Context: an optimization exercise on an open-source flow, tuned for a short achievable clock period and few clock cycles. The choices shown serve that exercise and are no tape-out recipe. At most, simulation tests tie the RTL to the original design; equivalence was not proved. For runs 3 and 4, only the layout was checked, not whether the RTL still works. No run shown here takes its clock network from TritonCTS; it comes from the design's own scripts or RTL. The clock input has no modelled driver; a real chip could not lean on it and would need a root buffer or a full tree. Power is estimated from default activity; no workload was simulated.

<file path="design/flow/config.mk">
export PLATFORM = sky130hd
export DESIGN_NAME = ssq_symdec
export DESIGN_NICKNAME = ssq_symdec
export VERILOG_FILES = /design/flow/design.v
export SDC_FILE = /design/flow/constraint.sdc
export NUM_CORES = 4
export LEC_CHECK = 0
export CAP_MARGIN = 20
export CORE_MARGIN = 2
export CORE_UTILIZATION = 40
export SETUP_SLACK_MARGIN = 3.3
export SLEW_MARGIN = 20
</file>
<file path="design/flow/constraint.sdc">
create_clock -name core_clock -period 5.0 [get_ports {clk}]
set_input_delay 1.0000 -clock core_clock [delete_from_list [all_inputs] [get_ports {clk}]]
set_output_delay 1.0000 -clock core_clock [all_outputs]
set_load 0.01 [all_outputs]
</file>
<file path="design/flow/design.v">
module ssq_symdec (
    input  wire        clk,
    input  wire        rst,
    input  wire        in_valid,
    output wire        in_ready,
    input  wire [7:0]  in_data,
    input  wire        in_last,
    output reg         out_valid,
    input  wire        out_ready,
    output reg  [7:0]  out_data,
    output reg         out_last,
    output reg  [1:0]  out_err,
    output reg  [15:0] out_err_pos,
    output reg  [7:0]  out_err_val,
    output reg  [2:0]  out_pad
);
    localparam ERR_NONE = 2'd0;
    localparam ERR_SDEC = 2'd1;
    localparam ERR_CDEC = 2'd2;
    localparam EV_NONE  = 2'd0;
    localparam EV_SDEC  = 2'd1;   
    localparam EV_CEND  = 2'd2;   
    localparam EV_CNEXT = 2'd3;   
    localparam DEPTH  = 12;       
    localparam RDEPTH = 4;        
    localparam RS     = DEPTH + 1;
    localparam RQS    = RDEPTH + 1;
    localparam IW    = 13;        
    localparam RW    = 26;        
    reg        in_ready_r;  
    reg        ir_n;        
    reg        c_v;
    reg [7:0]  c_data;
    reg        c_last;
    assign in_ready = in_ready_r;
    always @(posedge clk) begin
        c_v    <= in_valid && !ir_n && !rst;
        c_data <= in_data;
        c_last <= in_last;
    end
    wire [5:0] cls;         
    assign cls[0] = (c_data == 8'h2A);
    assign cls[1] = (c_data == 8'h25);
    assign cls[2] = (c_data == 8'h24);
    assign cls[3] = (c_data == 8'h23);
    assign cls[4] = (c_data == 8'h21);
    assign cls[5] = (c_data == 8'h26);
    reg [44:0] wn;
    reg [4:0]  pf_full;     
    reg [4:0]  pf_bad;      
    reg [4:0]  pf_bad2;     
    reg [24:0] pf_nph;      
    function automatic [83:0] pre;
        input [4:0] bits;
        input integer len;
        integer pp;
        reg [8:0] w;
        reg f, b1, b2;
        reg [4:0] n;
        reg [44:0] wv;
        reg [4:0] fv_, b1v, b2v;
        reg [24:0] nv;
        begin
            wv = 45'd0; fv_ = 5'd0; b1v = 5'd0; b2v = 5'd0; nv = 25'd0;
            for (pp = 0; pp < 5; pp = pp + 1) begin
                w  = {bits, 4'b0000} >> pp;
                f  = (pp + len >= 5);
                b1 = f && !w[4];
                b2 = f && w[4] && (pp + len >= 6) && !w[3];
                n  = 5'b00001 << (f ? pp + len - 5 : pp + len);
                wv[9*pp +: 9] = w;
                fv_[pp] = f;
                b1v[pp] = b1;
                b2v[pp] = b2;
                nv[5*pp +: 5] = n;
            end
            pre = {wv, fv_, b1v, b2v, nv};
        end
    endfunction
    wire [83:0] pre0 = pre(5'b10000, 1);   
    wire [83:0] pre1 = pre(5'b11000, 2);   
    wire [83:0] pre2 = pre(5'b11100, 3);   
    wire [83:0] pre3 = pre(5'b11110, 4);   
    wire [83:0] pre4 = pre(5'b11111, 5);   
    wire [83:0] pre5 = pre(5'b10100, 3);   
    wire [83:0] pre_sel = ({84{cls[0]}} & pre0) | ({84{cls[1]}} & pre1) |
                          ({84{cls[2]}} & pre2) | ({84{cls[3]}} & pre3) |
                          ({84{cls[4]}} & pre4) | ({84{cls[5]}} & pre5);
    reg        d_v;
    reg        d_ok;
    reg        d_last;
    reg [7:0]  d_char;
    reg [15:0] d_idx;
    reg [15:0] chr_idx;     
    reg [44:0] d_wn;
    reg [4:0]  d_full;
    reg [4:0]  d_bad;
    reg [4:0]  d_bad2;
    reg [24:0] d_nph;
    always @(posedge clk) begin
        {d_wn, d_full, d_bad, d_bad2, d_nph} <= pre_sel;
        d_ok   <= |cls;
        d_last <= c_last;
        d_char <= c_data;
        d_idx  <= chr_idx;
        if (rst) begin
            d_v     <= 1'b0;
            chr_idx <= 16'd0;
        end else begin
            d_v <= c_v;
            if (c_v)
                chr_idx <= c_last ? 16'd0 : chr_idx + 16'd1;
        end
    end
    reg [4:0]  ph;          
    reg [3:0]  pend;        
    reg        stop;        
    wire [8:0] s_wn  = (d_wn[8:0]   & {9{ph[0]}}) | (d_wn[17:9]  & {9{ph[1]}}) |
                       (d_wn[26:18] & {9{ph[2]}}) | (d_wn[35:27] & {9{ph[3]}}) |
                       (d_wn[44:36] & {9{ph[4]}});
    wire [4:0] s_nph = (d_nph[4:0]   & {5{ph[0]}}) | (d_nph[9:5]   & {5{ph[1]}}) |
                       (d_nph[14:10] & {5{ph[2]}}) | (d_nph[19:15] & {5{ph[3]}}) |
                       (d_nph[24:20] & {5{ph[4]}});
    wire       full = |(d_full & ph);
    wire       bad  = |(d_bad  & ph);
    wire       bad2 = |(d_bad2 & ph);
    wire [8:0] win    = {pend, 5'b00000} | s_wn;
    wire [3:0] pend_n = full ? win[3:0] : win[8:5];
    reg        o_v;
    reg        o_end;
    reg        o_blk_v;     
    reg [4:0]  o_blk;
    reg        o_rem_v;     
    reg [4:0]  o_rem_n;     
    reg [3:0]  o_rem;       
    reg [1:0]  o_ev;
    reg [15:0] o_idx;
    reg [7:0]  o_char;
    always @(posedge clk) begin
        o_end   <= d_last;
        o_blk   <= bad ? {1'b0, win[8:5]} : win[8:4];
        o_idx   <= d_idx;
        o_char  <= d_char;
        if (d_ok) begin
            o_rem_n <= s_nph;
            o_rem   <= pend_n;
        end else begin
            o_rem_n <= ph;
            o_rem   <= pend;
        end
        if (rst) begin
            ph      <= 5'b00001;
            pend    <= 4'd0;
            stop    <= 1'b0;
            o_v     <= 1'b0;
            o_blk_v <= 1'b0;
            o_rem_v <= 1'b0;
            o_ev    <= EV_NONE;
        end else begin
            o_v     <= d_v;
            o_blk_v <= 1'b0;
            o_rem_v <= 1'b0;
            o_ev    <= EV_NONE;
            if (d_v && !stop) begin
                if (!d_ok) begin
                    o_rem_v <= !ph[0];
                    o_ev    <= EV_SDEC;
                    stop    <= 1'b1;
                end else begin
                    o_blk_v <= full;
                    if (bad) begin
                        o_ev <= EV_CEND;
                        stop <= 1'b1;
                    end else if (bad2) begin
                        o_ev <= EV_CNEXT;
                        stop <= 1'b1;
                    end else begin
                        ph      <= s_nph;
                        pend    <= pend_n;
                        o_rem_v <= d_last && !s_nph[0];
                    end
                end
            end
            if (d_v && d_last) begin
                ph   <= 5'b00001;
                pend <= 4'd0;
                stop <= 1'b0;
            end
        end
    end
    reg [15:0] bcnt;        
    reg [15:0] bcnt1;       
    reg        e_set;       
    reg [1:0]  e_err;
    reg [15:0] e_x;
    reg [15:0] e_y;
    reg        e_cin;
    reg [7:0]  e_val;
    reg [4:0] rem_chunk;
    always @(*) begin
        case (1'b1)
            o_rem_n[1]: rem_chunk = {4'b0000, o_rem[3]};
            o_rem_n[2]: rem_chunk = {3'b000, o_rem[3:2]};
            o_rem_n[3]: rem_chunk = {2'b00, o_rem[3:1]};
            default:    rem_chunk = {1'b0, o_rem};
        endcase
    end
    wire        ev_new = (o_ev != EV_NONE);
    wire        ev_sd  = (o_ev == EV_SDEC);
    wire [1:0]  ev_err = ev_new ? (ev_sd ? ERR_SDEC : ERR_CDEC) : e_err;
    wire [15:0] ev_x   = ev_new ? (ev_sd ? 16'd0 : {bcnt1[13:0], 2'b00}) : e_x;
    wire [15:0] ev_y   = ev_new ? (ev_sd ? o_idx : bcnt) : e_y;
    wire        ev_cin = ev_new ? (o_ev == EV_CNEXT) : e_cin;
    wire [7:0]  ev_val = ev_new ? (ev_sd ? o_char : 8'h20) : e_val;
    reg          q_v;
    reg [IW-1:0] q_item;
    reg          q_rec_v;
    reg [1:0]    q_err;
    reg [15:0]   q_x;
    reg [15:0]   q_y;
    reg          q_cin;
    reg [7:0]    q_val;
    always @(posedge clk) begin
        q_item[12:11] <= {1'b0, o_blk_v} + {1'b0, o_rem_v};
        q_item[10:1]  <= o_blk_v ? (o_rem_v ? {o_blk, rem_chunk} : {o_blk, 5'b00000})
                                 : (o_rem_v ? {rem_chunk, 5'b00000} : 10'd0);
        q_item[0]     <= o_end;
        q_err         <= ev_err;
        q_x           <= ev_x;
        q_y           <= ev_y;
        q_cin         <= ev_cin;
        q_val         <= ev_val;
        if (rst) begin
            q_v     <= 1'b0;
            q_rec_v <= 1'b0;
            bcnt    <= 16'd0;
            bcnt1   <= 16'd1;
            e_err   <= ERR_NONE;
            e_x     <= 16'd0;
            e_y     <= 16'd0;
            e_cin   <= 1'b0;
            e_val   <= 8'd0;
        end else begin
            q_v     <= o_v && (o_blk_v || o_rem_v || o_end);
            q_rec_v <= o_v && o_end;
            if (o_v) begin
                if (o_end) begin
                    bcnt  <= 16'd0;
                    bcnt1 <= 16'd1;
                    e_err <= ERR_NONE;
                    e_x   <= 16'd0;
                    e_y   <= 16'd0;
                    e_cin <= 1'b0;
                    e_val <= 8'd0;
                end else begin
                    if (o_blk_v) begin
                        bcnt  <= bcnt1;
                        bcnt1 <= bcnt1 + 16'd1;
                    end
                    e_err <= ev_err;
                    e_x   <= ev_x;
                    e_y   <= ev_y;
                    e_cin <= ev_cin;
                    e_val <= ev_val;
                end
            end
        end
    end
    reg          q2_v;
    reg [IW-1:0] q2_item;
    reg          q2_rec_v;
    reg [1:0]    q2_err;
    reg [7:0]    q2_lo;
    reg          q2_c;
    reg [7:0]    q2_xh;
    reg [7:0]    q2_yh;
    reg [7:0]    q2_val;
    reg          q3_v;
    reg [IW-1:0] q3_item;
    reg          q3_rec_v;
    reg [RW-1:0] q3_rec;
    wire [8:0] q_lo = {1'b0, q_x[7:0]} + {1'b0, q_y[7:0]} + {8'd0, q_cin};
    always @(posedge clk) begin
        q2_item <= q_item;
        q2_err  <= q_err;
        q2_lo   <= q_lo[7:0];
        q2_c    <= q_lo[8];
        q2_xh   <= q_x[15:8];
        q2_yh   <= q_y[15:8];
        q2_val  <= q_val;
        q3_item <= q2_item;
        q3_rec  <= {q2_err, q2_xh + q2_yh + {7'd0, q2_c}, q2_lo, q2_val};
        if (rst) begin
            q2_v     <= 1'b0;
            q2_rec_v <= 1'b0;
            q3_v     <= 1'b0;
            q3_rec_v <= 1'b0;
        end else begin
            q2_v     <= q_v;
            q2_rec_v <= q_rec_v;
            q3_v     <= q2_v;
            q3_rec_v <= q2_rec_v;
        end
    end
    reg [IW-1:0]    fq [0:RS-1];
    reg [RS-1:0]    f_wp;       
    reg [RS-1:0]    f_rp;       
    reg [DEPTH:0]   f_tot;      
    reg             pop_d;      
    reg [IW-1:0]    h;          
    reg             hv;
    wire            pop;
    wire f_mempty = |(f_wp & f_rp);
    wire to_h   = q3_v && f_mempty && (!hv || pop);
    wire to_m   = q3_v && !to_h;
    wire from_m = pop && !f_mempty;
    reg [IW-1:0] f_out;         
    integer j;
    always @(*) begin
        f_out = {IW{1'b0}};
        for (j = 0; j < RS; j = j + 1)
            f_out = f_out | (fq[j] & {IW{f_rp[j]}});
    end
    always @(posedge clk) begin
        for (j = 0; j < RS; j = j + 1)
            if (f_wp[j])
                fq[j] <= q3_item;
        if (from_m)
            h <= f_out;
        else if (to_h)
            h <= q3_item;
        if (rst) begin
            f_wp   <= {{(RS-1){1'b0}}, 1'b1};
            f_rp   <= {{(RS-1){1'b0}}, 1'b1};
            f_tot  <= {(DEPTH+1){1'b0}};
            pop_d  <= 1'b0;
            hv     <= 1'b0;
        end else begin
            if (to_m)
                f_wp <= {f_wp[RS-2:0], f_wp[RS-1]};
            if (from_m)
                f_rp <= {f_rp[RS-2:0], f_rp[RS-1]};
            pop_d <= pop;
            if (q3_v && !pop_d)
                f_tot <= {f_tot[DEPTH-1:0], 1'b1};
            else if (pop_d && !q3_v)
                f_tot <= {1'b0, f_tot[DEPTH:1]};
            hv <= pop ? (!f_mempty || q3_v) : (hv || q3_v);
        end
    end
    reg [RW-1:0]     rq [0:RQS-1];
    reg [RQS-1:0]    rq_wp;     
    reg [RQS-1:0]    rq_rp;     
    reg [RW-1:0]     r_head;    
    wire             emit_end;
    reg [RW-1:0] r_cur;
    reg [RW-1:0] r_nxt;
    always @(*) begin
        r_cur = {RW{1'b0}};
        r_nxt = {RW{1'b0}};
        for (j = 0; j < RQS; j = j + 1) begin
            r_cur = r_cur | (rq[j] & {RW{rq_rp[j]}});
            r_nxt = r_nxt | (rq[(j + 1) % RQS] & {RW{rq_rp[j]}});
        end
    end
    always @(posedge clk) begin
        for (j = 0; j < RQS; j = j + 1)
            if (rq_wp[j])
                rq[j] <= q3_rec;
        r_head <= emit_end ? r_nxt : r_cur;
        if (rst) begin
            rq_wp <= {{(RQS-1){1'b0}}, 1'b1};
            rq_rp <= {{(RQS-1){1'b0}}, 1'b1};
        end else begin
            if (q3_rec_v)
                rq_wp <= {rq_wp[RQS-2:0], rq_wp[RQS-1]};
            if (emit_end)
                rq_rp <= {rq_rp[RQS-2:0], rq_rp[RQS-1]};
        end
    end
    reg [RDEPTH-1:0] msgs;
    wire msg_in  = c_v && c_last;
    wire msg_out = emit_end;
    wire [RDEPTH-1:0] msgs_n = (msg_in && !msg_out) ? {msgs[RDEPTH-2:0], 1'b1} :
                               (msg_out && !msg_in) ? {1'b0, msgs[RDEPTH-1:1]} : msgs;
    always @(posedge clk) begin
        if (rst)
            msgs <= {RDEPTH{1'b0}};
        else
            msgs <= msgs_n;
    end
    always @(posedge clk) begin
        if (rst) begin
            in_ready_r <= 1'b1;
            ir_n       <= 1'b0;
        end else begin
            in_ready_r <= !f_tot[DEPTH + 1 - 8] && !msgs_n[RDEPTH - 2];
            ir_n       <= f_tot[DEPTH + 1 - 8] || msgs_n[RDEPTH - 2];
        end
    end
    wire [1:0]  h_n    = h[12:11];
    wire [9:0]  h_bits = h[10:1];
    wire        h_end  = h[0];
    reg [16:0] acc;         
    reg [7:0]  pr;          
    reg [2:0]  pq;          
    reg        end_pend;    
    reg [2:0]  p_pad;
    reg        skid_v;
    wire big        = !pq[0];
    wire emit_data  = !skid_v && big;
    wire emit_fe    = !skid_v && !big && end_pend;
    wire emit_flush = emit_fe && !pr[0];
    assign emit_end = emit_fe && pr[0];
    wire emit       = emit_data || emit_fe;
    assign pop = hv && ((pq[0] && (!end_pend || (!skid_v && pr[0]))) ||
                        (pq[1] && !end_pend && !skid_v));
    reg [16:0] ins;
    integer k;
    always @(*) begin
        ins = 17'd0;
        for (k = 0; k < 8; k = k + 1)
            ins = ins | (({h_bits, 7'd0} >> k) & {17{pr[k]}});
    end
    wire [7:0] pr5  = {pr[2:0], pr[7:3]};
    wire       c5   = |pr[7:3];
    wire [7:0] pr10 = {pr[5:0], pr[7:6]};
    wire       c10  = |pr[7:6];
    wire [2:0] pq_pop = h_n[1] ? (c10 ? 3'b100 : 3'b010) :
                        h_n[0] ? (c5 ? 3'b010 : 3'b001) : 3'b001;
    wire [7:0] pr_pop = h_n[1] ? pr10 : h_n[0] ? pr5 : pr;
    reg [7:0] pr_n;
    reg [2:0] pq_n;
    always @(*) begin
        if (emit_flush) begin
            pr_n = 8'b00000001;
            pq_n = 3'b001;
        end else if (pop) begin
            pr_n = pr_pop;
            pq_n = pq_pop;
        end else begin
            pr_n = pr;
            pq_n = emit_data ? {1'b0, pq[2:1]} : pq;
        end
    end
    reg [2:0] pad_of;       
    always @(*) begin
        case (1'b1)
            pr[1]:   pad_of = 3'd7;
            pr[2]:   pad_of = 3'd6;
            pr[3]:   pad_of = 3'd5;
            pr[4]:   pad_of = 3'd4;
            pr[5]:   pad_of = 3'd3;
            pr[6]:   pad_of = 3'd2;
            pr[7]:   pad_of = 3'd1;
            default: pad_of = 3'd0;
        endcase
    end
    wire [16:0] acc_a = emit_data ? {acc[8:0], 8'd0} : (emit_flush ? 17'd0 : acc);
    wire        b_last = emit_end;
    wire [7:0]  b_data = emit_end ? 8'd0 : acc[16:9];
    wire [1:0]  b_err  = emit_end ? r_head[25:24] : 2'd0;
    wire [15:0] b_pos  = emit_end ? r_head[23:8]  : 16'd0;
    wire [7:0]  b_val  = emit_end ? r_head[7:0]   : 8'd0;
    wire [2:0]  b_pad  = emit_end ? p_pad : 3'd0;
    always @(posedge clk) begin
        if (rst) begin
            acc      <= 17'd0;
            pr       <= 8'b00000001;
            pq       <= 3'b001;
            end_pend <= 1'b0;
            p_pad    <= 3'd0;
        end else begin
            acc      <= acc_a | (pop ? ins : 17'd0);
            pr       <= pr_n;
            pq       <= pq_n;
            end_pend <= (end_pend && !emit_end) || (pop && h_end);
            if (emit_flush)
                p_pad <= pad_of;
            else if (emit_end)
                p_pad <= 3'd0;
        end
    end
    reg        s_last;
    reg [7:0]  s_data;
    reg [1:0]  s_err;
    reg [15:0] s_pos;
    reg [7:0]  s_val;
    reg [2:0]  s_pad;
    reg        ov_n;        
    reg [37:0] o_n;         
    wire out_free = ov_n || out_ready;
    wire ld_s = out_free && skid_v;
    wire ld_b = out_free && !skid_v;
    wire hold = !out_free;
    wire [37:0] o_cur  = ~o_n;
    wire [37:0] o_skid = {s_last, s_data, s_err, s_pos, s_val, s_pad};
    wire [37:0] o_beat = {b_last, b_data, b_err, b_pos, b_val, b_pad};
    wire [37:0] o_next = ({38{hold}} & o_cur) | ({38{ld_s}} & o_skid) | ({38{ld_b}} & o_beat);
    wire        ov_next = out_free ? (skid_v || emit) : 1'b1;
    always @(posedge clk) begin
        if (rst) begin
            out_valid <= 1'b0;
            ov_n      <= 1'b1;
            skid_v    <= 1'b0;
        end else begin
            out_valid <= ov_next;
            ov_n      <= !ov_next;
            if (out_free)
                skid_v <= 1'b0;
            else if (emit)
                skid_v <= 1'b1;
        end
        {out_last, out_data, out_err, out_err_pos, out_err_val, out_pad} <= o_next;
        o_n <= ~o_next;
        if (!skid_v) begin
            s_last <= b_last;
            s_data <= b_data;
            s_err  <= b_err;
            s_pos  <= b_pos;
            s_val  <= b_val;
            s_pad  <= b_pad;
        end
    end
endmodule
</file>
<file path="design/flow/flow/run.sh">
#!/bin/bash
# Standard layout, except that:
#  - the port buffers are buf_4 (the resizer sizes them later), and
#  - the clock tree is built by flow/tree.tcl (a two-level tree of clkbuf_16)
#    in place of clock_tree_synthesis.
# Each step's output goes to a log file of its own in this folder.
set -euo pipefail
here=$(pwd)
ports="BUFFER_PORTS_ARGS=-buffer_cell sky130_fd_sc_hd__buf_4"

bash standard.sh synth > log_1_synth.txt 2>&1
bash standard.sh "$ports" place > log_2_place.txt 2>&1

# ORFS's scripts with cts.tcl swapped for ours, used for the CTS step only
rm -rf "$here/cts_scripts"
cp -r "$FLOW_HOME/scripts" "$here/cts_scripts"
cp "$here/flow/cts.tcl" "$here/cts_scripts/cts.tcl"
FLOW_TREE_TCL="$here/flow/tree.tcl" bash standard.sh "$ports" do-4_1_cts do-4_cts \
  SCRIPTS_DIR="$here/cts_scripts" > log_3_cts.txt 2>&1

bash standard.sh "$ports" finish > log_4_finish.txt 2>&1
</file>
<file path="design/flow/flow/cts.tcl">
utl::set_metrics_stage "cts__{}"
source $::env(SCRIPTS_DIR)/load.tcl
source $::env(SCRIPTS_DIR)/lec_check.tcl
erase_non_stage_variables cts
load_design 3_place.odb 3_place.sdc
source_step_tcl PRE CTS

# Clone clock tree inverters next to register loads
# so cts does not try to buffer the inverted clocks.
repair_clock_inverters

proc save_progress { stage } {
  puts "Run 'make gui_$stage.odb' to load progress snapshot"
  orfs_write_db $::env(RESULTS_DIR)/$stage.odb
  orfs_write_sdc $::env(RESULTS_DIR)/$stage.sdc
}

# Run CTS
set cts_args [list \
  -sink_clustering_enable \
  -repair_clock_nets]

append_env_var cts_args CTS_BUF_DISTANCE -distance_between_buffers 1
append_env_var cts_args CTS_CLUSTER_SIZE -sink_clustering_size 1
append_env_var cts_args CTS_CLUSTER_DIAMETER -sink_clustering_max_diameter 1
append_env_var cts_args CTS_BUF_LIST -buf_list 1
append_env_var cts_args CTS_LIB_NAME -library 1


if { [env_var_exists_and_non_empty CTS_ARGS] } {
  set cts_args $::env(CTS_ARGS)
}

set_dont_use $::env(DONT_USE_CELLS)

# A two-level clock tree instead of clock_tree_synthesis: the clock port
# drives 4 root buffers, each drives the leaf buffers of its quarter of the
# die, and each leaf buffer drives about 25 flip-flops.
source $::env(FLOW_TREE_TCL)
build_clock_tree clk 4 25 sky130_fd_sc_hd__clkbuf_16

utl::push_metrics_stage "cts__{}__pre_repair_timing"
log_cmd estimate_parasitics -placement
if { $::env(DETAILED_METRICS) } {
  report_metrics 4 "cts pre-repair-timing"
}
utl::pop_metrics_stage

set_placement_padding -global \
  -left $::env(CELL_PAD_IN_SITES_DETAIL_PLACEMENT) \
  -right $::env(CELL_PAD_IN_SITES_DETAIL_PLACEMENT)

set result [catch { detailed_placement } msg]
if { $result != 0 } {
  save_progress 4_1_error
  error "Detailed placement failed in CTS: $msg"
}

log_cmd estimate_parasitics -placement

if { $::env(CTS_SNAPSHOTS) } {
  save_progress 4_1_pre_repair_hold_setup
}

if { !$::env(SKIP_CTS_REPAIR_TIMING) } {
  if { $::env(EQUIVALENCE_CHECK) } {
    write_eqy_verilog 4_before_rsz.v
  }
  if { $::env(LEC_CHECK) } {
    write_lec_verilog 4_before_rsz_lec.v
  }

  repair_timing_helper

  if { $::env(EQUIVALENCE_CHECK) } {
    run_equivalence_test
  }
  if { $::env(LEC_CHECK) } {
    write_lec_verilog 4_after_rsz_lec.v
    run_lec_test 4_rsz 4_before_rsz_lec.v 4_after_rsz_lec.v
  }

  set result [catch { detailed_placement } msg]
  if { $result != 0 } {
    save_progress 4_1_error
    error "Detailed placement failed in CTS: $msg"
  }

  check_placement -verbose
}

report_metrics 4 "cts final"

source_step_tcl POST CTS

orfs_write_db $::env(RESULTS_DIR)/4_1_cts.odb
orfs_write_sdc $::env(RESULTS_DIR)/4_cts.sdc
</file>
<file path="design/flow/flow/tree.tcl">
# Two-level clock tree: the clock port drives NROOT root buffers, each root
# buffer drives the leaf buffers of its part of the die, and each leaf buffer
# drives a cluster of about LEAF_SIZE flip-flop clock pins.
proc build_clock_tree { clk_net_name nroot leaf_size buf_master } {
  set block [ord::get_db_block]
  set db [ord::get_db]
  set master [$db findMaster $buf_master]
  set clk_net [$block findNet $clk_net_name]

  # sinks: every clock pin on the clock net
  set sinks {}
  foreach it [$clk_net getITerms] {
    set inst [$it getInst]
    set bb [$inst getBBox]
    set x [expr {([$bb xMin] + [$bb xMax]) / 2}]
    set y [expr {([$bb yMin] + [$bb yMax]) / 2}]
    lappend sinks [list $it $x $y]
  }
  set n [llength $sinks]
  set k [expr {max(1, int(ceil(double($n) / $leaf_size)))}]
  # round the leaf count up to a multiple of the root count
  set k [expr {int(ceil(double($k) / $nroot)) * $nroot}]
  puts "clock tree: $n sinks, $k leaf buffers, $nroot root buffers"

  # k-means with capacity: seed on a grid sorted by x then y
  set sorted [lsort -real -index 1 $sinks]
  set cent {}
  for {set c 0} {$c < $k} {incr c} {
    set s [lindex $sorted [expr {int(($c + 0.5) * $n / $k)}]]
    lappend cent [list [lindex $s 1] [lindex $s 2]]
  }
  set cap [expr {int(ceil(double($n) / $k)) + 2}]
  for {set iter 0} {$iter < 30} {incr iter} {
    # assign: each sink to its nearest centre with room, sinks in order of
    # how much they lose by not getting their nearest centre
    set cnt [lrepeat $k 0]
    set assign [lrepeat $n -1]
    set order {}
    for {set i 0} {$i < $n} {incr i} {
      set s [lindex $sinks $i]
      set ds {}
      for {set c 0} {$c < $k} {incr c} {
        set ce [lindex $cent $c]
        lappend ds [list $c [expr {abs([lindex $s 1] - [lindex $ce 0]) + abs([lindex $s 2] - [lindex $ce 1])}]]
      }
      set ds [lsort -real -index 1 $ds]
      lappend order [list $i [expr {[lindex $ds end 1] - [lindex $ds 0 1]}] $ds]
    }
    foreach o [lsort -real -decreasing -index 1 $order] {
      set i [lindex $o 0]
      foreach d [lindex $o 2] {
        set c [lindex $d 0]
        if {[lindex $cnt $c] < $cap} {
          lset cnt $c [expr {[lindex $cnt $c] + 1}]
          lset assign $i $c
          break
        }
      }
    }
    set sx [lrepeat $k 0.0]
    set sy [lrepeat $k 0.0]
    for {set i 0} {$i < $n} {incr i} {
      set c [lindex $assign $i]
      set s [lindex $sinks $i]
      lset sx $c [expr {[lindex $sx $c] + [lindex $s 1]}]
      lset sy $c [expr {[lindex $sy $c] + [lindex $s 2]}]
    }
    for {set c 0} {$c < $k} {incr c} {
      if {[lindex $cnt $c] > 0} {
        lset cent $c [list [expr {[lindex $sx $c] / [lindex $cnt $c]}] [expr {[lindex $sy $c] / [lindex $cnt $c]}]]
      }
    }
  }

  # group leaf centres for the root buffers the same way: sort by x, split
  # into column halves, then by y
  set leaves {}
  for {set c 0} {$c < $k} {incr c} { lappend leaves [list $c {*}[lindex $cent $c]] }
  set groups {}
  if {$nroot == 4} {
    set byx [lsort -real -index 1 $leaves]
    set half [expr {$k / 2}]
    foreach part [list [lrange $byx 0 [expr {$half - 1}]] [lrange $byx $half end]] {
      set byy [lsort -real -index 2 $part]
      set h2 [expr {[llength $byy] / 2}]
      lappend groups [lrange $byy 0 [expr {$h2 - 1}]] [lrange $byy $h2 end]
    }
  } elseif {$nroot == 2} {
    set byx [lsort -real -index 1 $leaves]
    set half [expr {$k / 2}]
    lappend groups [lrange $byx 0 [expr {$half - 1}]] [lrange $byx $half end]
  } else {
    lappend groups $leaves
  }

  # build
  set r 0
  foreach g $groups {
    set gx 0.0; set gy 0.0
    foreach l $g { set gx [expr {$gx + [lindex $l 1]}]; set gy [expr {$gy + [lindex $l 2]}] }
    set gx [expr {int($gx / [llength $g])}]
    set gy [expr {int($gy / [llength $g])}]
    set rinst [odb::dbInst_create $block $master "clkroot_$r"]
    $rinst setLocation $gx $gy
    $rinst setPlacementStatus PLACED
    set rnet [odb::dbNet_create $block "clknet_root_$r"]
    $rnet setSigType CLOCK
    [$rinst findITerm A] connect $clk_net
    [$rinst findITerm X] connect $rnet
    foreach l $g {
      set c [lindex $l 0]
      set linst [odb::dbInst_create $block $master "clkleaf_$c"]
      $linst setLocation [expr {int([lindex $l 1])}] [expr {int([lindex $l 2])}]
      $linst setPlacementStatus PLACED
      set lnet [odb::dbNet_create $block "clknet_leaf_$c"]
      $lnet setSigType CLOCK
      [$linst findITerm A] connect $rnet
      [$linst findITerm X] connect $lnet
    }
    incr r
  }
  for {set i 0} {$i < $n} {incr i} {
    set it [lindex [lindex $sinks $i] 0]
    set c [lindex $assign $i]
    set lnet [$block findNet "clknet_leaf_$c"]
    $it disconnect
    $it connect $lnet
  }
}
</file>
<file path="design/flow/standard.sh">
#!/bin/bash
# synth_recipe.tcl (not shown) runs the flow's synth.tcl, then flattens the netlist and writes it again
# the make line also repeats each setting of config.mk as NAME=value (left out here)
make -C /OpenROAD-flow-scripts/flow DESIGN_CONFIG=/design/flow/config.mk WORK_HOME=/design/flow/orfs CLKGATE_MAP_FILE= SYNTH_SCRIPT=/design/flow/synth_recipe.tcl "${@:-finish}"
</file>
==> reports/summary.txt, run 1 <==
status: no timing/DRC/antenna violations
combinational share of power: 0.013
largest net degree at the start of global routing: 74
Post-synth ARST share: 0
hpwl dp: 37,500 um
Hold-fix buffers, CTS: 0
power share of the clock group: 0.314
reg-to-reg startpoint: f_rp[3]
core footprint: 0.0757 sq mm
final net count: 2,535
pwr/cell area: 311 mW/mm^2
EDFF count, synth: 336
post-route setup slack: 2990 ps
Sw Share: 0.191
vias in the first global route: 18,600
crit path kind: flop to flop
Internal: 8790 uW
fraction of layout cells with a size suffix above 1: 0.184
die area: 0.0784 sq mm
startpoint types: flop
Setup violations, final: 0
starting DRC count in detailed routing: 2,185
Vias: 19,300
DRT Pass-1 Iters: 8
Total GRT Usage: 0.169
wire per inst: 20.2 um
antenna viol nets, final: 0
Via density: 5.55
P_sw: 2080 uW
Gate Count Post-Synth: 2,438
worst-path fanout max: 7
IO Count: 53
HP Start: d_char[7]
GRT overflow: 0
origin of the worst setup path: f_rp[3]
worst-case headroom to the max-slew limit: 0.416
die outline height: 280 um
Hold/Removal Path Class: flop to flop
die width: 280 um
Worst Path Required: 5170 ps
Post-synth top flop: dfxtp_1
Clock Latency Late Sink: 400 ps
Initial Utilization: 0.403
initial antenna violation count: 0
final wirelength: 70,200 um
area delta synth->final: 14.7%
Final Max Tran Viols: 0
port bufs: 52
clk slew on worst S/H paths: 100 ps
Pleak: 0.0124 uW
Placer Congestion: 0.810
Setup Skew: 31.0 ps
Cell Area, Synth: 0.0305 sq mm
Syn. warnings: 3
row count: 101
register area share after synthesis: 0.680
RSZ-0062 raised after global routing: true
Cell variety after synth: 70
critical path capture point type: flop
syn_area_per_cell: 12.5 sq um
slew of the pin with the lowest slew margin: 875 ps
VDD IR-drop max: 0.203 mV
n_diodes: 0
fmax: 497 MHz
Critical Path AT: 2180 ps
Sequential Power Share: 0.673
crit share post-route: 0.402
Setup TNS: 0 ps
pre-CTS WS: 2020 ps
Syn Nets: 2,475
Synth Register Bits: 867
Hold Fails Final Rpt: 0
# Max-Cap Violations: 0
Residual DRC: 0
first-pass GRT wire length: 107,000 um
post-route minimum period: 2010 ps
[layout by cell type, fill, tap and decap left out, types with 36 or more instances in the layout]
| master | instances |
|---|---|
| mux2i_1 | 83 |
| a21oi_1 | 107 |
| a31oi_1 | 36 |
| nor2b_1 | 49 |
| a222oi_1 | 79 |
| o21ai_0 | 53 |
| dfxtp_1 | 442 |
| and2_1 | 69 |
| edfxtp_1 | 336 |
| a22oi_1 | 128 |
| o21a_1 | 40 |
| nor2_1 | 195 |
| buf_4 | 79 |
| dfxtp_2 | 57 |
| nand2_1 | 103 |
| buf_6 | 56 |
| clkbuf_16 | 44 |
[metal layers]
metal / GRT usage / vias up / share of wire
met5: 0 / - / 0
met2: 0.295 / 624 / 0.49
met3: 0.0172 / 94 / 0.058
met1: 0.230 / 9465 / 0.44
li1: - / 9099 / -
met4: 0.0285 / 0 / 0.019
[worst max-delay path, stage by stage (launching register included)]
cell and delay (ps):
dfxtp_4 360, a222oi_1 430, and3_4 290, o2111ai_4 170, buf_12 200, buf_16 140
a21o_1 180
[through the flow]
| stage | instances | area (sq um) | hold WS (ps) | power, uW | util |
|---|---|---|---|---|---|
| finish | 3474 | 35000 | 327 | 10900 | 0.462 |
| global route | 3474 | 35000 | 340 | 11200 | 0.462 |
| CTS | 3430 | 34100 | 312 | 10300 | 0.451 |
| detailed placement | 3317 | 31600 | 312 | 7580 | 0.418 |
| global placement | 3317 | 31600 | 311 | 7570 | 0.418 |
| floorplan | 2438 | 30700 | 310 | 7540 | - |
[registers in the layout (all words and copies together) (netlist names), 13 cells and up]
name / cells
fq: 156
rq: 130
o_n: 38
q3_rec: 26
r_head: 26
acc: 17
bcnt1: 16
bcnt: 16
chr_idx: 16
d_idx: 16
e_x: 16
e_y: 16
o_idx: 16
out_err_pos: 16
q_x: 16
q_y: 16
s_pos: 16
f_rp: 13
f_tot: 13
f_wp: 13
[repair_timing]
item,4_1_cts,5_1_grt
hold endpoints to repair,0,0
pin swaps,35,14
gates cloned,25,5
endpoints found under the setup margin,419,184
gates resized for setup,260,137
buffers inserted,48,39
[kinds of logic after synthesis]
group | Yosys count | share of synthesized area
flops | 867 | 0.680
compound gates | 642 | 0.147
simple gates | 574 | 0.0936
buf+inv | 200 | 0.0266
mux | 94 | 0.0313
xor+xnor | 37 | 0.0106
fa+ha+maj | 24 | 0.0108
[area by class of cell]
type / instances / area [sq um]
Inverter: 33 / 159
Timing Repair inverter: 2 / 20.0
Fill cell: 6616 / 40700
Buffer: 40 / 1000
Timing Repair Buffer: 165 / 1880
Sequential cell: 867 / 20900
Tap cell: 978 / 1220
Multi-Input combinational cell: 1389 / 9780
[worst paths after layout]
check	end	slack (ps)	cells past startpoint
setup reg to reg	h[0]	2990	6
hold reg to reg	o_char[7]	330	0
hold / removal	o_char[7]	330	0
setup / recovery	h[0]	2990	6
[cell usage after synthesis (5+ instances only)]
cell	n	area (sq um)
nor3_1	12	60.1
nor2_1	199	747
mux2_2	11	124
edfxtp_1	336	10100
and3_1	36	225
o21ai_0	98	490
and2_1	74	463
dfxtp_1	531	10600
o21ai_1	24	120
buf_1	7	26.3
mux2i_1	83	831
nand2b_1	20	125
or3_1	9	56.3
a31oi_1	40	250
nand4_1	7	43.8
a221oi_1	31	272
nor2b_1	51	319
a22oi_1	128	961
nand3_1	19	95.1
buf_2	27	135
ha_1	20	250
xor2_1	20	175
clkbuf_1	127	477
nand2_1	117	439
a211oi_1	15	113
a21o_1	23	173
inv_1	31	116
o21a_1	41	308
xnor2_1	17	149
and4_1	5	43.8
a222oi_1	79	791
a21oi_1	112	561
a22o_1	22	193
[power groups by stage]
stage | registers, uW | clock network [uW] | logic [uW]
2_1_floorplan | 7480 | 0 | 62.8
3_3_place_gp | 7500 | 0 | 74.9
3_5_place_dp | 7500 | 0 | 77.3
4_1_cts | 7490 | 2670 | 133
5_1_grt | 7320 | 3730 | 148
6_report | 7320 | 3410 | 139
Testbench counts, summed over its fixed seeds: cycles 69,251.
==> run 2, diff against run 1 <==
--- a/design/flow/config.mk
+++ b/design/flow/config.mk
@@ -8,5 +8,5 @@
 export CAP_MARGIN = 20
 export CORE_MARGIN = 2
-export CORE_UTILIZATION = 40
-export SETUP_SLACK_MARGIN = 3.3
+export CORE_UTILIZATION = 55
+export SETUP_SLACK_MARGIN = 3.4
 export SLEW_MARGIN = 20
==> reports/summary.txt, run 2 <==
area of the multi-input gates: 0.0101 sq mm (was 0.00978 sq mm)
antenna viol nets, final: 0 (unchanged)
fraction of layout cells with a size suffix above 1: 0.221 (was 0.184)
DRT Pass-1 Iters: 8 (unchanged)
P_sw: 2090 uW (was 2080 uW)
Internal: 8820 uW (was 8790 uW)
startpoint types: flop (unchanged)
die width: 239 um (was 280 um)
crit path kind: flop to flop (unchanged)
EDFF count, synth: 336 (unchanged)
Worst Path Required: 5160 ps (was 5170 ps)
worst reg2reg endpoint: h[6] (was h[0])
Total GRT Usage: 0.238 (was 0.169)
pwr/cell area: 305 mW/mm^2 (was 311 mW/mm^2)
final wirelength: 71,000 um (was 70,200 um)
area delta synth->final: 17.3% (was 14.7%)
die area: 0.0573 sq mm (was 0.0784 sq mm)
dpl cells: 3,088 (was 3,317)
Reg2Reg Depth: 6 (unchanged)
starting DRC count in detailed routing: 2,073 (was 2,185)
Sw Share: 0.192 (was 0.191)
top cell types by occurrence after synthesis: dfxtp_1, edfxtp_1, nor2_1 (unchanged)
Pleak: 0.0127 uW (was 0.0124 uW)
Post-synth ARST share: 0 (unchanged)
power share of the clock group: 0.312 (was 0.314)
post-synth top area cell: dfxtp_1 (unchanged)
most common cell after layout, fill and taps aside: dfxtp_1 (unchanged)
n_diodes: 0 (unchanged)
Fill cells: 4,066 (was 6,616)
Final Max Tran Viols: 0 (unchanged)
register area share after synthesis: 0.680 (unchanged)
Setup violations, final: 0 (unchanged)
final net count: 2,582 (was 2,535)
origin of the worst setup path: f_wp[3] (was f_rp[3])
Post-synth top flop: dfxtp_1 (unchanged)
Non-Filler Instances: 3,291 (was 3,474)
worst-path fanout max: 7 (unchanged)
Synth Register Bits: 867 (unchanged)
Setup TNS: 0 ps (unchanged)
Critical Path AT: 2100 ps (was 2180 ps)
status: no timing/DRC/antenna violations (unchanged)
Cell Area, Synth: 0.0305 sq mm (unchanged)
Reg2Reg Setup Slack: 3060 ps (was 2990 ps)
critical path capture point type: flop (unchanged)
Clock Latency Late Sink: 400 ps (about the same)
# Max-Cap Violations: 0 (unchanged)
Placer Congestion: 0.803 (was 0.810)
Synth area leaders: dfxtp_1, edfxtp_1, a22oi_1 (unchanged)
Storage cell area: 0.0209 sq mm (about the same)
Syn. warnings: 3 (unchanged)
fmax: 515 MHz (was 497 MHz)
slew of the pin with the lowest slew margin: 884 ps (was 875 ps)
reg-to-reg startpoint: f_wp[3] (was f_rp[3])
met2 Use GR: 0.407 (was 0.295)
first-pass GRT wire length: 108,000 um (was 107,000 um)
VDD IR-drop max: 0.222 mV (was 0.203 mV)
met3 usage: 0.0214 (was 0.0172)
vias in the first global route: 18,700 (was 18,600)
Setup Skew: 25.7 ps (was 31.0 ps)
hpwl dp: 37,100 um (was 37,500 um)
Residual DRC: 0 (unchanged)
largest net degree at the start of global routing: 74 (unchanged)
area share of the leading cell type in the synthesized netlist: 0.349 (unchanged)
Hold/Removal Path Class: flop to flop (unchanged)
row count: 86 (was 101)
initial antenna violation count: 0 (unchanged)
clk slew on worst S/H paths: 100 ps (about the same)
Syn Nets: 2,475 (unchanged)
commonest cells after routing, fill and taps aside: dfxtp_1, edfxtp_1, nor2_1, a22oi_1, a21oi_1 (unchanged)
post-route minimum period: 1940 ps (was 2010 ps)
Initial Utilization: 0.554 (was 0.403)
IO Count: 53 (unchanged)
Sequential Power Share: 0.670 (was 0.673)
Vias: 19,600 (was 19,300)
most flop-heavy register: fq (unchanged)
crit share post-route: 0.389 (was 0.402)
die outline height: 239 um (was 280 um)
port bufs: 52 (unchanged)
Via density: 5.96 (was 5.55)
Regs by FF count: fq (156), rq (130), o_n (38) (unchanged)
max FFs per register: 156 (unchanged)
Cell variety after synth: 70 (unchanged)
core footprint: 0.0550 sq mm (was 0.0757 sq mm)
GR peak layer: met2 (unchanged)
met1 Resource Use GR: 0.339 (was 0.230)
worst-case headroom to the max-slew limit: 0.410 (was 0.416)
combinational share of power: 0.018 (was 0.013)
GRT overflow: 0 (unchanged)
RSZ-0062 raised after global routing: true (unchanged)
Pwr Total: 10,900 uW (about the same)
Gate Count Post-Synth: 2,438 (unchanged)
syn_area_per_cell: 12.5 sq um (unchanged)
wire per inst: 21.6 um (was 20.2 um)
Hold Fails Final Rpt: 0 (unchanged)
top-count cell post-synth: dfxtp_1 (unchanged)
CP endpoint: h[6] (was h[0])
run 2: cell counts after synthesis:
Identical to the previous run, type by type.
run 2: cells by family after synthesis:
family	Yosys count	share of synthesized area
AND/OR/NAND/NOR	574	0.0936
AO/OA/AOI/OAI	642	0.147
flip-flops	867	0.680
XOR/XNOR	37	0.0106
buffers and inverters	200	0.0266
adder cells (fa/ha/maj)	24	0.0108
multiplexers	94	0.0313
run 2: how the worst min path moves through the flow:
stage	from	endpoint	slack, ps	cells past startpoint
CTS	d_idx[0]	o_idx[0]	310	0
floorplan	d_char[0]	o_char[0]	310	0
detailed placement	d_idx[0]	o_idx[0]	310	0
global route	q_item[3]	q2_item[3]	320	0
finish	q_item[3]	q2_item[3]	300	0
global placement	q_item[0]	q2_item[0]	310	0
run 2: final cells by class:
cell class | instances | share of cell area
Buffer | 40 | 0.0280
Inverter | 33 | 0.00438
Multi-Input combinational cell | 1389 | 0.282
Sequential cell | 867 | 0.586
Tap cell | 748 | 0.0262
Timing Repair Buffer | 214 | 0.0736
run 2: routing by layer:
layer | share of wire | vias to the layer above | routed length (um)
met4 | 0.017 | 0 | 1170
li1 | - | 9204 | -
met2 | 0.48 | 627 | 33900
met3 | 0.063 | 92 | 4460
met1 | 0.44 | 9694 | 31500
met5 | 0 | - | 0
run 2: critical path: stages (launching register included):
cell and delay (ps):
dfxtp_4 370, a222oi_1 370, and3_4 280, o2111ai_4 170
buf_6 170, buf_8 130, a21o_1 200
run 2: through the flow:
| step | setup slack (ps) | util | hold WS, ps | cell area, sq um |
|---|---|---|---|---|
| after floorplan | 3090 | - | 310 | 30800 |
| after global placement | 1900 | 0.570 | 310 | 31400 |
| after detailed placement | 1830 | 0.571 | 312 | 31400 |
| after CTS | 3140 | 0.631 | 312 | 34700 |
| after global routing | 2970 | 0.650 | 323 | 35700 |
| final | 3060 | 0.650 | 303 | 35700 |
run 2: power by group through the flow:
stage                     Clock, uW  Sequential (uW)  Combinational [uW]
after floorplan                   0             7480                73.4
after global placement            0             7500                79.8
after detailed placement          0             7500                81.1
after CTS                      2670             7490                 182
after global routing           3700             7320                 202
final                          3410             7310                 192
run 2: repair_timing:
action	in CTS	in global routing
pin swaps	86	23
gates resized for setup	335	183
endpoints found under the setup margin	444	244
hold buffers	0	0
hold endpoints to repair	0	0
gates cloned	35	4
setup buffers	72	52
==> run 3, diff against run 2 <==
--- a/design/flow/design.v
+++ b/design/flow/design.v
@@ -326,8 +326,5 @@
             if (f_wp[j])
                 fq[j] <= q3_item;
-        if (from_m)
-            h <= f_out;
-        else if (to_h)
-            h <= q3_item;
+        h <= ({IW{from_m}} & f_out) | ({IW{to_h}} & q3_item) | ({IW{!from_m && !to_h}} & h);
         if (rst) begin
             f_wp   <= {{(RS-1){1'b0}}, 1'b1};
==> reports/summary.txt, run 3 <==
Post-synth ARST share: 0 (unchanged)
wire per inst: 22.7 um (was 21.6 um)
Syn. warnings: 3 (unchanged)
core footprint: 0.0549 sq mm (was 0.0550 sq mm)
reg-to-reg startpoint: f_rp[2] (was f_wp[3])
Cell variety after synth: 67 (was 70)
Hold/Removal Path Class: flop to flop (unchanged)
slew of the pin with the lowest slew margin: 871 ps (was 884 ps)
most common cell after layout, fill and taps aside: dfxtp_1 (unchanged)
hpwl dp: 38,200 um (was 37,100 um)
post-route minimum period: 2020 ps (was 1940 ps)
most flop-heavy register: fq (unchanged)
Total GRT Usage: 0.248 (was 0.238)
P_sw: 2160 uW (was 2090 uW)
syn_area_per_cell: 12.4 sq um (was 12.5 sq um)
row count: 86 (unchanged)
fraction of layout cells with a size suffix above 1: 0.261 (was 0.221)
clk slew on worst S/H paths: 100 ps (about the same)
IO Count: 53 (unchanged)
port bufs: 52 (unchanged)
Setup Skew: 34.4 ps (was 25.7 ps)
Post-synth top flop: dfxtp_1 (unchanged)
antenna viol nets, final: 0 (unchanged)
Placer Congestion: 0.824 (was 0.803)
startpoint types: flop (unchanged)
fin area: 0.0364 sq mm (was 0.0357 sq mm)
top cell types by occurrence after synthesis: dfxtp_1, edfxtp_1, nor2_1 (unchanged)
RSZ-0062 raised after global routing: true (unchanged)
register area share after synthesis: 0.678 (was 0.680)
vias in the first global route: 19,200 (was 18,700)
final net count: 2,601 (was 2,582)
Vias: 19,900 (was 19,600)
post-synth top area cell: dfxtp_1 (unchanged)
pwr/cell area: 303 mW/mm^2 (was 305 mW/mm^2)
max FFs per register: 156 (unchanged)
Clock Latency Late Sink: 410 ps (was 400 ps)
area delta synth->final: 19.6% (was 17.3%)
Cell Area, Synth: 0.0304 sq mm (was 0.0305 sq mm)
fmax: 496 MHz (was 515 MHz)
die width: 239 um (about the same)
Synth Register Bits: 868 (was 867)
origin of the worst setup path: f_rp[2] (was f_wp[3])
VDD IR-drop max: 0.270 mV (was 0.222 mV)
Reg2Reg Setup Slack: 2980 ps (was 3060 ps)
Internal: 8850 uW (was 8820 uW)
die area: 0.0572 sq mm (was 0.0573 sq mm)
Hold Fails Final Rpt: 0 (unchanged)
critical path capture point type: flop (unchanged)
Via density: 6.08 (was 5.96)
initial antenna violation count: 2 (was 0)
crit path kind: flop to flop (unchanged)
Worst Path Required: 5270 ps (was 5160 ps)
Residual DRC: 0 (unchanged)
Initial Utilization: 0.554 (about the same)
Synth area leaders: dfxtp_1, edfxtp_1, a22oi_1 (unchanged)
worst reg2reg endpoint: h[1] (was h[6])
final wirelength: 74,000 um (was 71,000 um)
commonest cells after routing, fill and taps aside: dfxtp_1, edfxtp_1, nor2_1, a22oi_1, nand2_1 (was dfxtp_1, edfxtp_1, nor2_1, a22oi_1, a21oi_1)
largest net degree at the start of global routing: 74 (unchanged)
Sequential Power Share: 0.669 (was 0.670)
area share of the leading cell type in the synthesized netlist: 0.358 (was 0.349)
Reg2Reg Depth: 8 (was 6)
worst-path fanout max: 7 (unchanged)
Final Max Tran Viols: 0 (unchanged)
Syn Nets: 2,496 (was 2,475)
GRT overflow: 0 (unchanged)
Critical Path AT: 2290 ps (was 2100 ps)
Regs by FF count: fq (156), rq (130), o_n (38) (unchanged)
DRT Pass-1 Iters: 9 (was 8)
n_diodes: 0 (unchanged)
top-count cell post-synth: dfxtp_1 (unchanged)
Hold-fix buffers, CTS: 0 (unchanged)
combinational share of power: 0.021 (was 0.018)
Placed Area: 0.0315 sq mm (was 0.0314 sq mm)
# Max-Cap Violations: 0 (unchanged)
CP endpoint: h[1] (was h[6])
starting DRC count in detailed routing: 2,184 (was 2,073)
die outline height: 239 um (about the same)
Sw Share: 0.196 (was 0.192)
status: no timing/DRC/antenna violations (unchanged)
Setup violations, final: 0 (unchanged)
EDFF count, synth: 324 (was 336)
Gate Count Post-Synth: 2,459 (was 2,438)
worst-case headroom to the max-slew limit: 0.419 (was 0.410)
crit share post-route: 0.403 (was 0.389)
power share of the clock group: 0.310 (was 0.312)
Pleak: 0.0126 uW (was 0.0127 uW)
first-pass GRT wire length: 111,000 um (was 108,000 um)
Setup TNS: 0 ps (unchanged)
run 3: changes by cell type in the layout (fill, tap and decap cells not counted), moves of 17 or more:
cell     delta
buf_4      -27
and3_4     +24
nand2_4    +20
a21oi_1    -31
and3_1     -25
nand4_1    +19
and2_4     +17
a21oi_2    +30
run 3: how the worst min path moves through the flow:
stage                     start           to  slack (ps)  cells after the start
detailed placement    d_idx[15]    o_idx[15]         310                      0
global placement      q_item[4]   q2_item[4]         310                      0
finish               q_item[12]  q2_item[12]         330                      0
CTS                   d_idx[15]    o_idx[15]         310                      0
global route        q2_item[10]  q3_item[10]         340                      0
floorplan             d_char[0]    o_char[0]         310                      0
run 3: cell type report:
| cell class | instances | area [sq um] |
|---|---|---|
| timing repair inverter | 6 | 81.3 |
| timing repair buffer | 205 | 2820 |
| fill | 3991 | 18500 |
| buffer | 40 | 1000 |
| tap | 704 | 881 |
| inverter | 34 | 175 |
| multi-input combinational | 1409 | 10600 |
| sequential | 868 | 20800 |
run 3: power groups by stage:
stage,Combinational (uW),Sequential (uW),Clock (uW)
floorplan,132,7490,0
global placement,115,7540,0
detailed placement,117,7540,0
CTS,220,7530,2670
global route,241,7370,3730
finish,228,7370,3420
run 3: cell families after synthesis:
| group | after synthesis | share of synthesized area |
|---|---|---|
| simple gates | 615 | 0.0982 |
| buf+inv | 200 | 0.0262 |
| xor+xnor | 39 | 0.0112 |
| mux | 84 | 0.0282 |
| fa+ha+maj | 24 | 0.0109 |
| flops | 868 | 0.678 |
| compound gates | 629 | 0.147 |
run 3: timing repair:
action,in CTS,in global routing
gates resized for setup,320,307
endpoints found under the setup margin,425,262
pin swaps,94,76
setup buffers,64,38
cloned,44,11
run 3: worst max-delay path: stages (launching register included):
cell and delay [ps]:
dfxtp_4 350, a222oi_1 370, nand3_2 200, buf_6 170, a2111oi_4 210, buf_6 180, buf_8 150, nand4_1 100
o221a_4 150
run 3: metrics by stage:
step,utilization,setup WS (ps),hold slack [ps],power (uW),cells
2_1_floorplan,-,3070,310,7620,2459
3_3_place_gp,0.574,2150,310,7660,3069
3_5_place_dp,0.574,2070,312,7660,3069
4_1_cts,0.634,3020,312,10400,3217
5_1_grt,0.663,2910,336,11300,3266
6_report,0.663,2980,330,11000,3266
run 3: metal layers:
layer | global-route usage | share of wire | up-vias
met5 | 0 | 0.00031 | -
met4 | 0.0466 | 0.020 | 4
met3 | 0.0277 | 0.071 | 111
met2 | 0.414 | 0.48 | 733
met1 | 0.353 | 0.43 | 9718
li1 | - | - | 9298
==> run 4, diff against run 3 <==
--- a/design/flow/config.mk
+++ b/design/flow/config.mk
@@ -8,5 +8,5 @@
 export CAP_MARGIN = 20
 export CORE_MARGIN = 2
-export CORE_UTILIZATION = 55
-export SETUP_SLACK_MARGIN = 3.4
+export CORE_UTILIZATION = 65
+export SETUP_SLACK_MARGIN = 3.5
 export SLEW_MARGIN = 20
==> reports/summary.txt, run 4 <==
Syn. warnings: 3 (unchanged)
die width: 220 um (was 239 um)
DRT Pass-1 Iters: 9 (unchanged)
Placer Congestion: 0.825 (was 0.824)
fraction of layout cells with a size suffix above 1: 0.282 (was 0.261)
Syn Nets: 2,496 (unchanged)
Fill cells: 2,681 (was 3,991)
post-route setup slack: 3020 ps (was 2980 ps)
status: no timing/DRC/antenna violations (unchanged)
IO Count: 53 (unchanged)
Initial Utilization: 0.656 (was 0.554)
Synth area leaders: dfxtp_1, edfxtp_1, a22oi_1 (unchanged)
# Max-Cap Violations: 0 (unchanged)
antenna viol nets, final: 0 (unchanged)
Critical Path Max Stage Delay: 380 ps (was 370 ps)
EDFF count, synth: 324 (unchanged)
pre-CTS WS: 2270 ps (was 2070 ps)
row count: 79 (was 86)
Total GRT Usage: 0.280 (was 0.248)
Cell Area, Synth: 0.0304 sq mm (unchanged)
Via density: 6.38 (was 6.08)
largest net degree at the start of global routing: 74 (unchanged)
Clock Latency Late Sink: 410 ps (about the same)
initial antenna violation count: 0 (was 2)
final net count: 2,633 (was 2,601)
Hold/Removal Path Class: flop to flop (unchanged)
Setup TNS: 0 ps (unchanged)
Residual DRC: 0 (unchanged)
top-count cell post-synth: dfxtp_1 (unchanged)
Internal: 8850 uW (about the same)
GRT overflow: 0 (unchanged)
fmax: 505 MHz (was 496 MHz)
Synth Register Bits: 868 (unchanged)
Hold-fix buffers, CTS: 0 (unchanged)
core footprint: 0.0464 sq mm (was 0.0549 sq mm)
hpwl dp: 36,200 um (was 38,200 um)
VDD IR-drop max: 0.361 mV (was 0.270 mV)
first-pass GRT wire length: 107,000 um (was 111,000 um)
post-route minimum period: 1980 ps (was 2020 ps)
final wirelength: 74,300 um (was 74,000 um)
area of the multi-input gates: 0.0108 sq mm (was 0.0106 sq mm)
Post-synth ARST share: 0 (unchanged)
Pleak: 0.0127 uW (was 0.0126 uW)
top cell types by occurrence after synthesis: dfxtp_1, edfxtp_1, nor2_1 (unchanged)
power share of the clock group: 0.310 (about the same)
area share of the leading cell type in the synthesized netlist: 0.358 (unchanged)
starting DRC count in detailed routing: 2,653 (was 2,184)
P_sw: 2140 uW (was 2160 uW)
Pwr Total: 11,000 uW (about the same)
Final Max Tran Viols: 0 (unchanged)
critical path capture point type: flop (unchanged)
Final Core Density: 0.790 (was 0.663)
register area share after synthesis: 0.678 (unchanged)
Gate Count Post-Synth: 2,459 (unchanged)
Hold Fails Final Rpt: 0 (unchanged)
most common cell after layout, fill and taps aside: dfxtp_1 (unchanged)
port bufs: 52 (unchanged)
slowest library cell on the worst path: o22ai_4 (was a222oi_1)
crit path kind: flop to flop (unchanged)
Setup Skew: 37.9 ps (was 34.4 ps)
slew of the pin with the lowest slew margin: 856 ps (was 871 ps)
syn_area_per_cell: 12.4 sq um (unchanged)
commonest cells after routing, fill and taps aside: dfxtp_1, edfxtp_1, nor2_1, a22oi_1, nand2_1 (unchanged)
n_diodes: 0 (unchanged)
Cell variety after synth: 67 (unchanged)
Final Hold Slack: 315 ps (was 330 ps)
RSZ-0062 raised after global routing: true (unchanged)
worst-case headroom to the max-slew limit: 0.429 (was 0.419)
Setup violations, final: 0 (unchanged)
max layer used: met4 (was met5)
die area: 0.0485 sq mm (was 0.0572 sq mm)
worst-path fanout max: 15 (was 7)
startpoint types: flop (unchanged)
vias in the first global route: 19,000 (was 19,200)
met2 routed WL: 36,000 um (was 35,700 um)
wire per inst: 23.2 um (was 22.7 um)
Critical Path AT: 2280 ps (was 2290 ps)
area delta synth->final: 20.4% (was 19.6%)
crit share post-route: 0.396 (was 0.403)
Storage cell area: 0.0209 sq mm (was 0.0208 sq mm)
Post-synth top flop: dfxtp_1 (unchanged)
die outline height: 220 um (was 239 um)
pwr/cell area: 300 mW/mm^2 (was 303 mW/mm^2)
metal3 WL: 6160 um (was 5280 um)
CP cell instances: buf_4, a22oi_1, nand3_2, o22ai_4, buf_6, o21ai_4, o221a_2 (was a222oi_1, nand3_2, buf_6, a2111oi_4, buf_6, buf_8, nand4_1, o221a_4)
Vias: 20,400 (was 19,900)
clk slew on worst S/H paths: 100 ps (about the same)
metal1 wirelength: 29,900 um (was 31,600 um)
Worst Path Required: 5300 ps (was 5270 ps)
Sw Share: 0.195 (was 0.196)
combinational share of power: 0.021 (about the same)
Sequential Power Share: 0.669 (about the same)
post-synth top area cell: dfxtp_1 (unchanged)
max FFs per register: 156 (unchanged)
Regs by FF count: fq (156), rq (130), o_n (38) (unchanged)
most flop-heavy register: fq (unchanged)
-- run 4: changes by cell type in the layout (fill, tap and decap cells not counted), moves of 13 or more --
cell     change
and3_1      +14
dfxtp_2     +13
nand2_1     +18
and3_4      -14
buf_4       +24
and2_4      +14
and2_1      -15
dfxtp_1     -16
o21ai_0     -15
-- run 4: timing repair --
item                                    4_1_cts  5_1_grt
gates resized for setup                     371      316
gates cloned                                 38       15
hold endpoints to repair                      0        0
buffers inserted                             63       74
endpoints found under the setup margin      461      382
pin swaps                                    64      109
-- run 4: worst max-delay path: cells and delay by family (launching register included) --
family	cells	cell delay, ps
AOI/OAI and AO/OA	4	980
DFF	1	310
and+or+nand+nor	1	200
buffers and inverters	2	370
-- run 4: stage by stage --
| stage | instances | cell area [sq um] |
|---|---|---|
| after floorplan | 2459 | 31100 |
| after global placement | 2971 | 31400 |
| after detailed placement | 2971 | 31400 |
| after CTS | 3112 | 34600 |
| after global routing | 3201 | 36600 |
| final | 3201 | 36600 |
-- run 4: logic make-up (layout without fill, tap and decap cells) --
logic type,Yosys count,after routing,synth area share
muxes,84,84,0.0282
buffers and inverters,200,314,0.0262
and+or+nand+nor,615,634,0.0982
xor gates and xnor gates,39,39,0.0112
adders and majority gates,24,24,0.0109
AOI/OAI and AO/OA,629,631,0.147
DFF,868,868,0.678
-- run 4: power groups by stage --
stage	clock, uW	sequential (uW)	combinational (uW)
2_1_floorplan	0	7490	135
3_3_place_gp	0	7540	113
3_5_place_dp	0	7540	115
4_1_cts	2670	7530	211
5_1_grt	3670	7360	241
6_report	3400	7360	229
-- run 4: worst paths after layout --
check	from	end	slack [ps]	depth (start not counted)
max	f_rp[6]	h[12]	3020	7
min	d_char[4]	o_char[4]	320	0
max reg2reg	f_rp[6]	h[12]	3020	7
min reg2reg	d_char[4]	o_char[4]	320	0
-- run 4: final cells by class --
cell class,count,share of cell area
Inverter,34,0.00482
Multi-Input combinational cell,1412,0.294
Buffer,40,0.0273
Timing Repair Buffer,232,0.0795
Sequential cell,868,0.570
Tap cell,607,0.0207
Timing Repair inverter,8,0.00366
-- run 4: per-layer routing --
layer  track usage  vias up
met3        0.0460      157
met2         0.469      981
li1              -     9351
met1         0.385     9939
met4        0.0682        0
met5             0        -
==> run 5, diff against run 4 <==
--- a/design/flow/design.v
+++ b/design/flow/design.v
@@ -308,8 +308,9 @@
     reg [DEPTH:0]   f_tot;      
     reg             pop_d;      
+    reg [DEPTH-1:0] f_mcnt;     
     reg [IW-1:0]    h;          
     reg             hv;
     wire            pop;
-    wire f_mempty = |(f_wp & f_rp);
+    wire f_mempty = !f_mcnt[0];
     wire to_h   = q3_v && f_mempty && (!hv || pop);
     wire to_m   = q3_v && !to_h;
@@ -331,4 +332,5 @@
             f_rp   <= {{(RS-1){1'b0}}, 1'b1};
             f_tot  <= {(DEPTH+1){1'b0}};
+            f_mcnt <= {DEPTH{1'b0}};
             pop_d  <= 1'b0;
             hv     <= 1'b0;
@@ -339,4 +341,8 @@
                 f_rp <= {f_rp[RS-2:0], f_rp[RS-1]};
             pop_d <= pop;
+            if (to_m && !from_m)
+                f_mcnt <= {f_mcnt[DEPTH-2:0], 1'b1};
+            else if (from_m && !to_m)
+                f_mcnt <= {1'b0, f_mcnt[DEPTH-1:1]};
             if (q3_v && !pop_d)
                 f_tot <= {f_tot[DEPTH-1:0], 1'b1};
==> reports/summary.txt, run 5 <==
Cell Area, Synth: 0.0310 sq mm (was 0.0304 sq mm)
wire per inst: 23.4 um (was 23.2 um)
fraction of layout cells with a size suffix above 1: 0.262 (was 0.282)
Sw Share: 0.193 (was 0.195)
starting DRC count in detailed routing: 2,646 (was 2,653)
top-count cell post-synth: dfxtp_1 (unchanged)
Setup TNS: 0 ps (unchanged)
combinational share of power: 0.017 (was 0.021)
GRT overflow: 0 (unchanged)
slew of the pin with the lowest slew margin: 1080 ps (was 856 ps)
P_sw: 2130 uW (was 2140 uW)
Reg2Reg Depth: 10 (was 7)
vias in the first global route: 19,400 (was 19,000)
die width: 222 um (was 220 um)
row count: 79 (unchanged)
Hold Fails Final Rpt: 0 (unchanged)
first-pass GRT wire length: 109,000 um (was 107,000 um)
Setup Skew: 33.0 ps (was 37.9 ps)
core footprint: 0.0468 sq mm (was 0.0464 sq mm)
Setup violations, final: 0 (unchanged)
Gate Count Post-Synth: 2,500 (was 2,459)
top cell types by occurrence after synthesis: dfxtp_1, edfxtp_1, nor2_1 (unchanged)
Internal: 8910 uW (was 8850 uW)
area share of the leading cell type in the synthesized netlist: 0.360 (was 0.358)
final wirelength: 75,600 um (was 74,300 um)
syn_area_per_cell: 12.4 sq um (about the same)
pwr/cell area: 298 mW/mm^2 (was 300 mW/mm^2)
final net count: 2,659 (was 2,633)
Total GRT Usage: 0.278 (was 0.280)
Initial Utilization: 0.662 (was 0.656)
Critical Path AT: 2200 ps (was 2280 ps)
Final Max Tran Viols: 0 (unchanged)
Clock Latency Late Sink: 410 ps (about the same)
Regs by FF count: fq (156), rq (130), o_n (38) (unchanged)
critical path capture point type: flop (unchanged)
RSZ-0062 raised after global routing: true (unchanged)
Hold/Removal Path Class: flop to flop (unchanged)
Pleak: 0.0132 uW (was 0.0127 uW)
Vias: 20,800 (was 20,400)
worst-path fanout max: 6 (was 15)
Syn. warnings: 3 (unchanged)
Post-synth ARST share: 0 (unchanged)
Post-synth top flop: dfxtp_1 (unchanged)
crit share post-route: 0.379 (was 0.396)
commonest cells after routing, fill and taps aside: dfxtp_1, edfxtp_1, nor2_1, a22oi_1, buf_4 (was dfxtp_1, edfxtp_1, nor2_1, a22oi_1, nand2_1)
WHS Path Cells: 0 (unchanged)
port bufs: 52 (unchanged)
startpoint types: flop (unchanged)
n_diodes: 0 (unchanged)
Placer Congestion: 0.804 (was 0.825)
post-synth top area cell: dfxtp_1 (unchanged)
crit path kind: flop to flop (unchanged)
initial antenna violation count: 0 (unchanged)
largest net degree at the start of global routing: 70 (was 74)
DRT Pass-1 Iters: 8 (was 9)
Worst Path Required: 5310 ps (was 5300 ps)
clk slew on worst S/H paths: 100 ps (about the same)
Via density: 6.45 (was 6.38)
post-route minimum period: 1890 ps (was 1980 ps)
antenna viol nets, final: 0 (unchanged)
Residual DRC: 0 (unchanged)
IO Count: 53 (unchanged)
most common cell after layout, fill and taps aside: dfxtp_1 (unchanged)
fmax: 528 MHz (was 505 MHz)
Synth area leaders: dfxtp_1, edfxtp_1, a22oi_1 (unchanged)
VDD IR-drop max: 0.310 mV (was 0.361 mV)
hpwl dp: 36,600 um (was 36,200 um)
most flop-heavy register: fq (unchanged)
power share of the clock group: 0.311 (was 0.310)
Non-Filler Instances: 3,226 (was 3,201)
Cell variety after synth: 78 (was 67)
Final Hold Slack: 300 ps (was 315 ps)
Synth Register Bits: 880 (was 868)
max FFs per register: 156 (unchanged)
register area share after synthesis: 0.674 (was 0.678)
Syn Nets: 2,538 (was 2,496)
status: no timing/DRC/antenna violations (unchanged)
worst-case headroom to the max-slew limit: 0.280 (was 0.429)
die outline height: 222 um (was 220 um)
area delta synth->final: 19.5% (was 20.4%)
Sequential Power Share: 0.672 (was 0.669)
die area: 0.0494 sq mm (was 0.0485 sq mm)
# Max-Cap Violations: 0 (unchanged)
EDFF count, synth: 324 (unchanged)
dpl cells: 3,004 (was 2,971)
==> run 5: per-layer routing <==
metal,share of wire,GRT usage,wire length (um)
met1,0.40,0.388,30500
met3,0.087,0.0442,6590
met4,0.028,0.0647,2110
met2,0.48,0.461,36400
met5,0,0,0
==> run 5: what timing repair did <==
item,CTS,global route
gates cloned,37,10
hold endpoints to repair,0,0
hold buffers,0,0
resized for setup,347,315
setup endpoints to repair,426,412
buffers inserted,60,75
pin swaps,70,116
==> run 5: cell families (layout without fill, tap and decap cells) <==
logic type / Yosys count / in the layout / share of synthesized area
buf+inv: 205 / 304 / 0.0272
compound gates: 645 / 648 / 0.147
fa+ha+maj: 25 / 25 / 0.0111
simple gates: 598 / 615 / 0.0950
mux: 107 / 107 / 0.0350
flops: 880 / 880 / 0.674
xor+xnor: 40 / 40 / 0.0113
==> run 5: final cells by class <==
cell class	count	area (sq um)
Buffer	40	1000
Fill cell	2685	9750
Inverter	30	166
Multi-Input combinational cell	1435	11100
Sequential cell	880	21100
Tap cell	607	759
Timing Repair Buffer	234	2970
==> run 5: final timing paths <==
| path | end | slack, ps | from |
|---|---|---|---|
| hold / removal | q2_item[9] | 300 | q_item[9] |
| setup / recovery | f_mcnt[6] | 3110 | end_pend |
| setup reg to reg | f_mcnt[6] | 3110 | end_pend |
| hold reg to reg | q2_item[9] | 300 | q_item[9] |
==> run 5: metrics by stage <==
stage | instance area, sq um | util | total power, uW | setup slack, ps
global placement | 31900 | 0.682 | 7690 | 2470
floorplan | 31700 | - | 7670 | 3070
detailed placement | 31900 | 0.682 | 7690 | 2400
CTS | 35100 | 0.750 | 10400 | 3160
finish | 37000 | 0.791 | 11000 | 3110
global route | 37000 | 0.791 | 11300 | 3050
==> run 5: worst max-delay path, cell delays in order (launching register included) <==
cell	delay [ps]
dfxtp_4	390
nand2b_4	180
a21oi_4	80
o211ai_4	260
buf_8	150
ha_4	160
buf_8	140
mux2i_1	190
nor2_1	80
a21oi_2	110
nor2_1	40
==> run 5: power groups by stage <==
stage          clock (uW)  combinational [uW]  sequential (uW)
2_1_floorplan           0                98.3             7580
3_3_place_gp            0                93.3             7590
3_5_place_dp            0                95.0             7600
4_1_cts              2690                 167             7590
5_1_grt              3710                 196             7430
6_report             3430                 187             7420
Testbench counts of run 5, summed over its fixed seeds: cycles 69,251.

[what the ideal ports hide]
In the flow no input, the clock included, has a driving cell. The finished layouts below were timed again as built, in two steps.
Step 1: set_driving_cell puts a clkbuf_16 on clk and a buf_2 on each other input, an assumption about the parent block.
Step 2 also shifts input and output timing later by t, the mid clock arrival at the registers, as if the neighbouring blocks saw the same clock.
Slacks: no drivers / after step 1 / after step 2; pairs: no drivers / after step 1.
| run | t, ns | setup slack, ns | latest minus earliest clock arrival (ns) | slew at the worst register clock pin (ns) | worst slew at a driven data input, ns |
|---|---|---|---|---|---|
| run 1 | 0.526 | 2.989 / 2.959 / 2.892 | 0.038 / 0.038 | 0.10 / 0.10 | 0.23 |
| run 2 | 0.522 | 3.057 / 3.001 / 2.951 | 0.041 / 0.041 | 0.10 / 0.10 | 0.25 |
| run 3 | 0.524 | 2.983 / 2.977 / 2.828 | 0.041 / 0.041 | 0.10 / 0.10 | 0.31 |
| run 4 | 0.520 | 3.020 / 3.001 / 2.877 | 0.040 / 0.039 | 0.10 / 0.10 | 0.28 |
| run 5 | 0.517 | 3.106 / 2.995 / 3.048 | 0.046 / 0.046 | 0.10 / 0.10 | 0.15 |
After both steps setup and hold are still met in every run listed. For run 3, which loses most, drivers alone change the setup slack by -0.006 ns; drivers and shift together by -0.155 ns.
